What follows belongs to an exercise in optimizing a design on an open flow for small area, a short achievable clock period and few clock cycles; a production flow would make more cautious choices.
Power and IR drop assume default switching activity.

==> job 5976: inputs <==
## jel_cap
module jel_cap (
    input  wire        clk,
    input  wire        rst,           
    input  wire        cmd_valid,
    output wire        cmd_ready,
    input  wire [2:0]  cmd_op,
    input  wire [31:0] cmd_arg,
    input  wire [7:0]  cmd_b,         
    input  wire [31:0] cmd_wb,        
    input  wire [31:0] cmd_hb,        
    input  wire        cmd_ecc,       
    input  wire        cmd_elen,      
    output reg         rsp_valid,
    output reg  [7:0]  rsp_code,      
    output wire [31:0] rsp_value
);
export LEC_CHECK = 0
export CAP_MARGIN = 20
export CORE_MARGIN = 2
export CORE_UTILIZATION = 40
export SLEW_MARGIN = 20
create_clock -name core_clock -period 10.0 [get_ports {clk}]
standard.sh (not shown) runs the stock make flow with config.mk's settings and CLKGATE_MAP_FILE= SYNTH_SCRIPT=/design/flow/synth_recipe.tcl, a recipe that flattens the netlist after the stock synthesis.
==> flow/flow/run.sh <==
#!/bin/bash
# Layout flow: the standard ORFS flow (standard.sh) with these make
# variables changed:
#   ADDER_MAP_FILE=   yosys leaves adders to abc instead of mapping them to
#                     the slow fa/ha cells (registers are unchanged)
#   ABC_AREA=1        abc's area script
#   SETUP_SLACK_MARGIN  repair_timing works on paths until this much slack
# The clock period and the constraints are the standard flow's, unchanged.
set -uo pipefail
bash standard.sh ADDER_MAP_FILE= ABC_AREA=1 SETUP_SLACK_MARGIN=6.5 finish > flow_make.log 2>&1
==> inputs of job 6160, as changes to job 5976 <==
--- a/flow/design.v
+++ b/flow/design.v
@@ -7,45 +7,55 @@
     input  wire [31:0] cmd_arg,
     input  wire [7:0]  cmd_b,         
     input  wire [31:0] cmd_wb,        
     input  wire [31:0] cmd_hb,        
     input  wire        cmd_ecc,       
     input  wire        cmd_elen,      
     output reg         rsp_valid,
-    output reg  [7:0]  rsp_code,      
+    output wire [7:0]  rsp_code,      
     output wire [31:0] rsp_value
 );
     localparam OP_ECCLEN  = 3'd0;
     localparam OP_ECCCEIL = 3'd1;
     localparam OP_CAPECC  = 3'd2;
     localparam OP_RAWCAP  = 3'd3;
     localparam OP_CAP     = 3'd4;
-    localparam E_BLOCKLEN = 8'h12;
-    localparam E_OPCODE   = 8'h16;
-    localparam E_FRAME    = 8'h18;
-    localparam E_CAPACITY = 8'h22;
-    localparam E_RESOURCE = 8'h52;
+    localparam C_OK       = 3'd0;     
+    localparam C_BLOCKLEN = 3'd1;     
+    localparam C_OPCODE   = 3'd2;     
+    localparam C_FRAME    = 3'd3;     
+    localparam C_CAPACITY = 3'd4;     
+    localparam C_RESOURCE = 3'd5;     
     reg        rdy;           
     reg        s_mul, s_div, s_fin, s_post, s_err;
+    reg        first;         
     reg        f_ecclen, f_eccceil, f_capecc, f_raw, f_cap;
-    reg        first;         
     reg        ecc, elen;
+    reg [2:0]  code;
     reg [31:0] acc;           
     reg        ovf;           
     reg [31:0] y;             
     reg        ybig;          
     reg [31:0] h;             
     reg [7:0]  ptr;           
     reg [7:0]  d;             
     reg [7:0]  k;             
     reg [9:0]  k3;            
     reg [7:0]  rem;
     reg [3:0]  dq;            
     assign cmd_ready = rdy;
     assign rsp_value = acc;
+    assign rsp_code  = {1'b0,
+                        code == C_RESOURCE,
+                        code == C_CAPACITY,
+                        code == C_BLOCKLEN || code == C_OPCODE || code == C_FRAME || code == C_RESOURCE,
+                        code == C_FRAME,
+                        code == C_OPCODE,
+                        code == C_BLOCKLEN || code == C_OPCODE || code == C_CAPACITY || code == C_RESOURCE,
+                        1'b0};
     wire accept = cmd_valid && rdy;
     function automatic [7:0] top_nib(input [31:0] x);
         reg [7:0] nz;
         integer i;
         begin
             for (i = 0; i < 8; i = i + 1) nz[i] = |x[4*i +: 4];
             nz[0] = 1'b1;
@@ -80,36 +90,38 @@
     wire [11:0] k4x = {2'd0, k, 2'b00};
     wire [1:0]  qa = dq[3:2];
     wire [2:0]  qb = {1'b0, dq[1:0]} + {2'b00, inc};
     wire [11:0] ma = ({12{qa == 2'd1}} & k1x) | ({12{qa == 2'd2}} & k2x) |
                      ({12{qa == 2'd3}} & k3x);
     wire [11:0] mb = ({12{qb == 3'd1}} & k1x) | ({12{qb == 3'd2}} & k2x) |
                      ({12{qb == 3'd3}} & k3x) | ({12{qb == 3'd4}} & k4x);
-    wire [35:0] opa  = s_dq ? {acc, 4'b0000} : {4'b0000, acc};
-    wire [35:0] row0 = ({36{s_mul & h[0]}} & {4'd0, y}) |
-                       ({36{s_dq}} & {22'd0, ma, 2'b00}) |
-                       ({36{s_post & elen}} & {4'd0, 32'hFFFF_FFFC});
-    wire [35:0] row1 = ({36{s_mul & h[1]}} & {3'd0, y, 1'b0}) |
-                       ({36{s_dq}} & {24'd0, mb});
-    wire [35:0] cs_s = opa ^ row0 ^ row1;
-    wire [35:0] cs_c = (opa & row0) | (opa & row1) | (row0 & row1);
-    wire [35:0] sum;
+    wire [31:0] opa  = s_dq ? {acc[27:0], 4'b0000} : acc;
+    wire [31:0] row0 = ({32{s_mul & h[0]}} & {1'b0, y[30:0]}) |
+                       ({32{s_dq}} & {18'd0, ma, 2'b00}) |
+                       ({32{s_post & elen}} & 32'hFFFF_FFFC);
+    wire [31:0] row1 = ({32{s_mul & h[1]}} & {1'b0, y[29:0], 1'b0}) |
+                       ({32{s_dq}} & {20'd0, mb});
+    wire pre_ovf = s_mul ? (((h[0] | h[1]) & (ybig | y[31])) | (h[1] & y[30]))
+                         : (acc[31:27] != 5'd0);
+    wire [31:0] cs_s = opa ^ row0 ^ row1;
+    wire [31:0] cs_c = (opa & row0) | (opa & row1) | (row0 & row1);
+    wire [32:0] sum;
     wire        sum_co;
-    skadd #(.W(36)) u_add (.a(cs_s), .b({cs_c[34:0], 1'b0}), .cin(1'b0), .s(sum), .cout(sum_co));
-    wire ovf_n = ovf | (sum[35:31] != 5'd0) | (s_mul & ybig & (h[0] | h[1]));
+    skadd #(.W(33)) u_add (.a({1'b0, cs_s}), .b({cs_c, 1'b0}), .cin(1'b0), .s(sum), .cout(sum_co));
+    wire ovf_n = ovf | pre_ovf | sum[32] | sum[31];
     wire mul_last = (h[31:2] == 30'd0);
     wire cap_bad = (acc[31:3] == 29'd0) && (elen ? (acc[2:0] <= 3'd4) : (acc[2:0] == 3'd0));
     wire [7:0] k_n = f_ecclen ? d + 8'd5 : f_eccceil ? d : d - 8'd5;
     wire d_le4  = (d <= 8'd4);
     wire b_err  = f_ecclen ? (d >= 8'd251 || d == 8'd0) :
                   (f_eccceil | f_capecc) ? d_le4 :
                   f_cap ? (ecc & d_le4) : 1'b0;
     wire op_err = ~(f_ecclen | f_eccceil | f_capecc | f_raw | f_cap);
-    wire [7:0] err_code = op_err ? E_OPCODE :
-                          (f_ecclen && d == 8'd0) ? E_FRAME : E_BLOCKLEN;
+    wire [2:0] err_code = op_err ? C_OPCODE :
+                          (f_ecclen && d == 8'd0) ? C_FRAME : C_BLOCKLEN;
     wire is_mulop = (cmd_op == OP_RAWCAP) || (cmd_op == OP_CAP);
     always @(posedge clk) begin
         if (rst) begin
             rdy       <= 1'b1;
             s_mul     <= 1'b0;
             s_div     <= 1'b0;
             s_fin     <= 1'b0;
@@ -125,118 +137,110 @@
                 rdy <= 1'b0;
                 if (is_mulop) s_mul <= 1'b1;
                 else          s_div <= 1'b1;
             end
             if (s_mul && mul_last) begin
                 s_mul <= 1'b0;
                 if (ovf_n) begin
-                    s_err    <= 1'b1;
-                    rsp_code <= E_RESOURCE;
+                    s_err <= 1'b1;
+                    code  <= C_RESOURCE;
                 end else if (f_raw) begin
                     rdy       <= 1'b1;
                     rsp_valid <= 1'b1;
-                    rsp_code  <= 8'd0;
+                    code      <= C_OK;
                 end else if (ecc) begin
                     s_div <= 1'b1;
                 end else begin
                     s_post <= 1'b1;
                 end
             end
             if (s_div && ptr[0]) begin
                 s_div <= 1'b0;
                 s_fin <= 1'b1;
             end
             if (s_fin) begin
                 if (f_cap) begin
                     s_post <= 1'b1;
                 end else if (ovf_n) begin
-                    s_err    <= 1'b1;
-                    rsp_code <= E_RESOURCE;
+                    s_err <= 1'b1;
+                    code  <= C_RESOURCE;
                 end else begin
                     rdy       <= 1'b1;
                     rsp_valid <= 1'b1;
-                    rsp_code  <= 8'd0;
+                    code      <= C_OK;
                 end
             end
             if (s_post) begin
                 if (cap_bad) begin
-                    s_err    <= 1'b1;
-                    rsp_code <= E_CAPACITY;
+                    s_err <= 1'b1;
+                    code  <= C_CAPACITY;
                 end else begin
                     rdy       <= 1'b1;
                     rsp_valid <= 1'b1;
-                    rsp_code  <= 8'd0;
+                    code      <= C_OK;
                 end
             end
             if (first && (b_err || op_err)) begin
-                s_mul    <= 1'b0;
-                s_div    <= 1'b0;
-                s_fin    <= 1'b0;
-                s_post   <= 1'b0;
-                s_err    <= 1'b1;
-                rdy      <= 1'b0;
+                s_mul     <= 1'b0;
+                s_div     <= 1'b0;
+                s_fin     <= 1'b0;
+                s_post    <= 1'b0;
+                s_err     <= 1'b1;
+                rdy       <= 1'b0;
                 rsp_valid <= 1'b0;
-                rsp_code <= err_code;
+                code      <= err_code;
             end
             if (s_err) begin
                 rdy       <= 1'b1;
                 rsp_valid <= 1'b1;
             end
         end
     end
     always @(posedge clk) begin
         first <= accept && !rst;
-        k  <= k_n;
-        k3 <= {2'b00, k_n} + {1'b0, k_n, 1'b0};
+        k     <= k_n;
+        k3    <= {2'b00, k_n} + {1'b0, k_n, 1'b0};
+        acc <= sum[31:0];
+        rem <= stB[7:0];
+        dq  <= {stA[9:8], stB[9:8]};
+        if (rdy || s_err || (s_mul && mul_last && f_cap && ecc))
+            acc <= 32'd0;
+        if (rdy || s_mul) begin
+            rem <= 8'd0;
+            dq  <= 4'd0;
+        end
         if (rdy) begin
             f_ecclen  <= (cmd_op == OP_ECCLEN);
             f_eccceil <= (cmd_op == OP_ECCCEIL);
             f_capecc  <= (cmd_op == OP_CAPECC);
             f_raw     <= (cmd_op == OP_RAWCAP);
             f_cap     <= (cmd_op == OP_CAP);
             ecc       <= cmd_ecc;
             elen      <= cmd_elen;
             ovf       <= 1'b0;
             ybig      <= 1'b0;
-            acc       <= 32'd0;
             y         <= cmd_wb;
             h         <= is_mulop ? cmd_hb : cmd_arg;
             ptr       <= top_nib(cmd_arg);
             d         <= (cmd_op == OP_ECCLEN) ? cmd_b - 8'd5 : cmd_b;
-            rem       <= 8'd0;
-            dq        <= 4'd0;
         end
         if (s_mul) begin
-            acc  <= sum[31:0];
             ovf  <= ovf_n;
             ybig <= ybig | y[31] | y[30];
             y    <= {y[29:0], 2'b00};
             h    <= {2'b00, h[31:2]};
             if (mul_last && f_cap && ecc) begin
                 h   <= sum[31:0];
                 ptr <= (y[31:30] != 2'b00) ? 8'h80 : top_nib({y[29:0], 2'b00});
-                acc <= 32'd0;
             end
         end
         if (s_div) begin
-            acc <= sum[31:0];
             ovf <= ovf_n;
-            rem <= stB[7:0];
-            dq  <= {stA[9:8], stB[9:8]};
             ptr <= {1'b0, ptr[7:1]};
         end
-        if (s_fin) begin
-            acc     <= sum[31:0];
-            ovf     <= ovf_n;
-        end
-        if (s_post) begin
-            acc <= sum[31:0];
-        end
-        if (s_err)
-            acc <= 32'd0;
     end
 endmodule
 module r4step (
     input  wire [9:0] t,
     input  wire [9:0] a1,
     input  wire [9:0] a2,
     input  wire [9:0] a3,
==> flow/flow/run.sh (replaced) <==
#!/bin/bash
# Layout flow: the standard ORFS flow (standard.sh), with these make
# variables changed (the clock period and the constraints are the standard flow's):
#   ADDER_MAP_FILE=     yosys leaves adders to abc instead of mapping them to
#                       the fa/ha cells (the registers are the same)
#   ABC_AREA=1          abc's area script
#   SETUP_SLACK_MARGIN  repair_timing works on paths until this much slack
#   BUFFER_PORTS_ARGS   the cell that buffers each input and output port
#   CTS_BUF_LIST        the clock tree's buffers
# Each step's full log is in orfs/logs/, make's own output in flow_make.log.
set -uo pipefail
bash standard.sh ADDER_MAP_FILE= ABC_AREA=1 SETUP_SLACK_MARGIN=6 'BUFFER_PORTS_ARGS=-buffer_cell sky130_fd_sc_hd__buf_1' CTS_BUF_LIST=sky130_fd_sc_hd__clkbuf_8 finish > flow_make.log 2>&1
==> inputs of job 4950, as changes to job 5976 <==
--- a/flow/design.v
+++ b/flow/design.v
@@ -22,17 +22,17 @@
     localparam E_BLOCKLEN = 8'h12;
     localparam E_OPCODE   = 8'h16;
     localparam E_FRAME    = 8'h18;
     localparam E_CAPACITY = 8'h22;
     localparam E_RESOURCE = 8'h52;
     reg        rdy;           
     reg        s_mul, s_div, s_fin, s_post, s_err;
-    reg        f_ecclen, f_eccceil, f_capecc, f_raw, f_cap;
-    reg        first;         
+    reg        f_ecclen, f_eccceil, f_raw, f_cap;
     reg        ecc, elen;
+    reg        divdone;       
     reg [31:0] acc;           
     reg        ovf;           
     reg [31:0] y;             
     reg        ybig;          
     reg [31:0] h;             
     reg [7:0]  ptr;           
     reg [7:0]  d;             
@@ -95,21 +95,37 @@
     wire [35:0] sum;
     wire        sum_co;
     skadd #(.W(36)) u_add (.a(cs_s), .b({cs_c[34:0], 1'b0}), .cin(1'b0), .s(sum), .cout(sum_co));
     wire ovf_n = ovf | (sum[35:31] != 5'd0) | (s_mul & ybig & (h[0] | h[1]));
     wire mul_last = (h[31:2] == 30'd0);
     wire cap_bad = (acc[31:3] == 29'd0) && (elen ? (acc[2:0] <= 3'd4) : (acc[2:0] == 3'd0));
     wire [7:0] k_n = f_ecclen ? d + 8'd5 : f_eccceil ? d : d - 8'd5;
-    wire d_le4  = (d <= 8'd4);
-    wire b_err  = f_ecclen ? (d >= 8'd251 || d == 8'd0) :
-                  (f_eccceil | f_capecc) ? d_le4 :
-                  f_cap ? (ecc & d_le4) : 1'b0;
-    wire op_err = ~(f_ecclen | f_eccceil | f_capecc | f_raw | f_cap);
-    wire [7:0] err_code = op_err ? E_OPCODE :
-                          (f_ecclen && d == 8'd0) ? E_FRAME : E_BLOCKLEN;
+    wire       b_le4 = (cmd_b <= 8'd4);
+    reg        imm_err;
+    reg [7:0]  imm_code;
+    always @(*) begin
+        imm_err  = 1'b1;
+        imm_code = E_OPCODE;
+        case (cmd_op)
+        OP_ECCLEN: begin
+            imm_err  = (cmd_b <= 8'd5);
+            imm_code = b_le4 ? E_BLOCKLEN : E_FRAME;
+        end
+        OP_ECCCEIL, OP_CAPECC: begin
+            imm_err  = b_le4;
+            imm_code = E_BLOCKLEN;
+        end
+        OP_RAWCAP: imm_err = 1'b0;
+        OP_CAP: begin
+            imm_err  = cmd_ecc & b_le4;
+            imm_code = E_BLOCKLEN;
+        end
+        default: ;
+        endcase
+    end
     wire is_mulop = (cmd_op == OP_RAWCAP) || (cmd_op == OP_CAP);
     always @(posedge clk) begin
         if (rst) begin
             rdy       <= 1'b1;
             s_mul     <= 1'b0;
             s_div     <= 1'b0;
             s_fin     <= 1'b0;
@@ -118,29 +134,32 @@
             rsp_valid <= 1'b0;
         end else begin
             rsp_valid <= 1'b0;
             s_fin     <= 1'b0;
             s_err     <= 1'b0;
             s_post    <= 1'b0;
             if (accept) begin
-                rdy <= 1'b0;
-                if (is_mulop) s_mul <= 1'b1;
-                else          s_div <= 1'b1;
+                if (imm_err) begin
+                    rsp_valid <= 1'b1;
+                    rsp_code  <= imm_code;
+                end else begin
+                    rdy <= 1'b0;
+                    if (is_mulop) s_mul <= 1'b1;
+                    else          s_div <= 1'b1;
+                end
             end
             if (s_mul && mul_last) begin
                 s_mul <= 1'b0;
                 if (ovf_n) begin
                     s_err    <= 1'b1;
                     rsp_code <= E_RESOURCE;
                 end else if (f_raw) begin
                     rdy       <= 1'b1;
                     rsp_valid <= 1'b1;
                     rsp_code  <= 8'd0;
-                end else if (ecc) begin
-                    s_div <= 1'b1;
                 end else begin
                     s_post <= 1'b1;
                 end
             end
             if (s_div && ptr[0]) begin
                 s_div <= 1'b0;
                 s_fin <= 1'b1;
@@ -154,51 +173,42 @@
                 end else begin
                     rdy       <= 1'b1;
                     rsp_valid <= 1'b1;
                     rsp_code  <= 8'd0;
                 end
             end
             if (s_post) begin
-                if (cap_bad) begin
+                if (!divdone && ecc) begin
+                    s_div <= 1'b1;
+                end else if (cap_bad) begin
                     s_err    <= 1'b1;
                     rsp_code <= E_CAPACITY;
                 end else begin
                     rdy       <= 1'b1;
                     rsp_valid <= 1'b1;
                     rsp_code  <= 8'd0;
                 end
-            end
-            if (first && (b_err || op_err)) begin
-                s_mul    <= 1'b0;
-                s_div    <= 1'b0;
-                s_fin    <= 1'b0;
-                s_post   <= 1'b0;
-                s_err    <= 1'b1;
-                rdy      <= 1'b0;
-                rsp_valid <= 1'b0;
-                rsp_code <= err_code;
             end
             if (s_err) begin
                 rdy       <= 1'b1;
                 rsp_valid <= 1'b1;
             end
         end
     end
     always @(posedge clk) begin
-        first <= accept && !rst;
         k  <= k_n;
         k3 <= {2'b00, k_n} + {1'b0, k_n, 1'b0};
         if (rdy) begin
             f_ecclen  <= (cmd_op == OP_ECCLEN);
             f_eccceil <= (cmd_op == OP_ECCCEIL);
-            f_capecc  <= (cmd_op == OP_CAPECC);
             f_raw     <= (cmd_op == OP_RAWCAP);
             f_cap     <= (cmd_op == OP_CAP);
             ecc       <= cmd_ecc;
             elen      <= cmd_elen;
+            divdone   <= 1'b0;
             ovf       <= 1'b0;
             ybig      <= 1'b0;
             acc       <= 32'd0;
             y         <= cmd_wb;
             h         <= is_mulop ? cmd_hb : cmd_arg;
             ptr       <= top_nib(cmd_arg);
             d         <= (cmd_op == OP_ECCLEN) ? cmd_b - 8'd5 : cmd_b;
@@ -207,33 +217,37 @@
         end
         if (s_mul) begin
             acc  <= sum[31:0];
             ovf  <= ovf_n;
             ybig <= ybig | y[31] | y[30];
             y    <= {y[29:0], 2'b00};
             h    <= {2'b00, h[31:2]};
-            if (mul_last && f_cap && ecc) begin
-                h   <= sum[31:0];
-                ptr <= (y[31:30] != 2'b00) ? 8'h80 : top_nib({y[29:0], 2'b00});
-                acc <= 32'd0;
-            end
         end
         if (s_div) begin
             acc <= sum[31:0];
             ovf <= ovf_n;
             rem <= stB[7:0];
             dq  <= {stA[9:8], stB[9:8]};
             ptr <= {1'b0, ptr[7:1]};
         end
         if (s_fin) begin
             acc     <= sum[31:0];
             ovf     <= ovf_n;
+            divdone <= 1'b1;
         end
         if (s_post) begin
-            acc <= sum[31:0];
+            if (!divdone && ecc) begin
+                h   <= acc;
+                ptr <= top_nib(acc);
+                acc <= 32'd0;
+                rem <= 8'd0;
+                dq  <= 4'd0;
+            end else begin
+                acc <= sum[31:0];
+            end
         end
         if (s_err)
             acc <= 32'd0;
     end
 endmodule
 module r4step (
     input  wire [9:0] t,
==> flow/flow/run.sh (replaced) <==
#!/bin/bash
# Layout flow: the standard ORFS flow (standard.sh) with these make
# variables changed:
#   ADDER_MAP_FILE=   yosys leaves adders to abc instead of mapping them to
#                     the slow fa/ha cells (registers are unchanged)
#   ABC_AREA=1        abc's area script
#   SETUP_SLACK_MARGIN  repair_timing works on paths until this much slack
# The clock period and the constraints are the standard flow's, unchanged.
set -uo pipefail
bash standard.sh ADDER_MAP_FILE= ABC_AREA=1 SETUP_SLACK_MARGIN=6 finish > flow_make.log 2>&1
==> inputs of job 1922, as changes to job 5976 <==
==> flow/flow/run.sh (replaced) <==
#!/bin/bash
# Layout flow: the standard ORFS flow (standard.sh) with these make
# variables changed:
#   ADDER_MAP_FILE=   yosys leaves adders to abc instead of mapping them to
#                     the slow fa/ha cells (registers are unchanged)
#   ABC_AREA=1        abc's area script
#   SETUP_SLACK_MARGIN  repair_timing works on paths until this much slack
# The clock period and the constraints are the standard flow's, unchanged.
set -uo pipefail
bash standard.sh ADDER_MAP_FILE= ABC_AREA=1 SETUP_SLACK_MARGIN=7 finish > flow_make.log 2>&1
==> comparison <==
First-iteration DRC count: job 1922 > job 5976 > job 4950 > job 6160. In job 6160 the sequential cell count is lower than in job 5976, by 5. Of job 4950 and job 5976, job 4950 has the higher via count (gap 0.60%, measured against job 5976). Global-route usage: job 6160 < job 5976 < job 4950 < job 1922. The lowest sequential share of layout area belongs to job 1922, the highest to job 6160. Synthesized cell count: job 6160 is smaller than job 4950 (8.4%). Clock power: job 5976 is higher than job 6160 (about 30%). In job 6160 the final cell count is lower than in job 4950, by about 7%. Between job 5976 and job 4950, the lower setup slack is in job 5976 (gap 250 ps).
No functional check of the RTL was part of any run of this note.

separate check: timing with driven ports:
Ports are ideal in the flow. The routed layouts listed here were re-timed in OpenROAD. Step 1: set_driving_cell puts a clkbuf_16 on clk and a buf_2 on each other input, an assumption about the parent block. Step 2 times the ports against the registers' clock, not the clock port: input delays grow and output delays shrink by t, the midpoint of the rising clock arrivals with the driver on. a / b / c = ideal ports / drivers / drivers and shift; a / b = the first two.
run	shift t [ns]	setup WS [ns]	worst setup path at the end	latest minus earliest clock arrival (ns)	worst data-port slew with drivers (ns)
job 5976	0.501	5.920 / 5.920 / 5.920	register to register	0.026 / 0.026	0.06
job 6160	0.544	6.120 / 6.120 / 5.693	input to register	0.024 / 0.024	0.04
job 4950	0.509	6.174 / 6.197 / 5.688	input to register	0.020 / 0.020	0.10
job 1922	0.506	6.040 / 6.040 / 6.040	register to register	0.018 / 0.018	0.11
After both steps every run listed still meets setup and hold. The setup slack of job 4950, which loses most, moves by +0.023 ns with the drivers and by -0.486 ns with both steps.
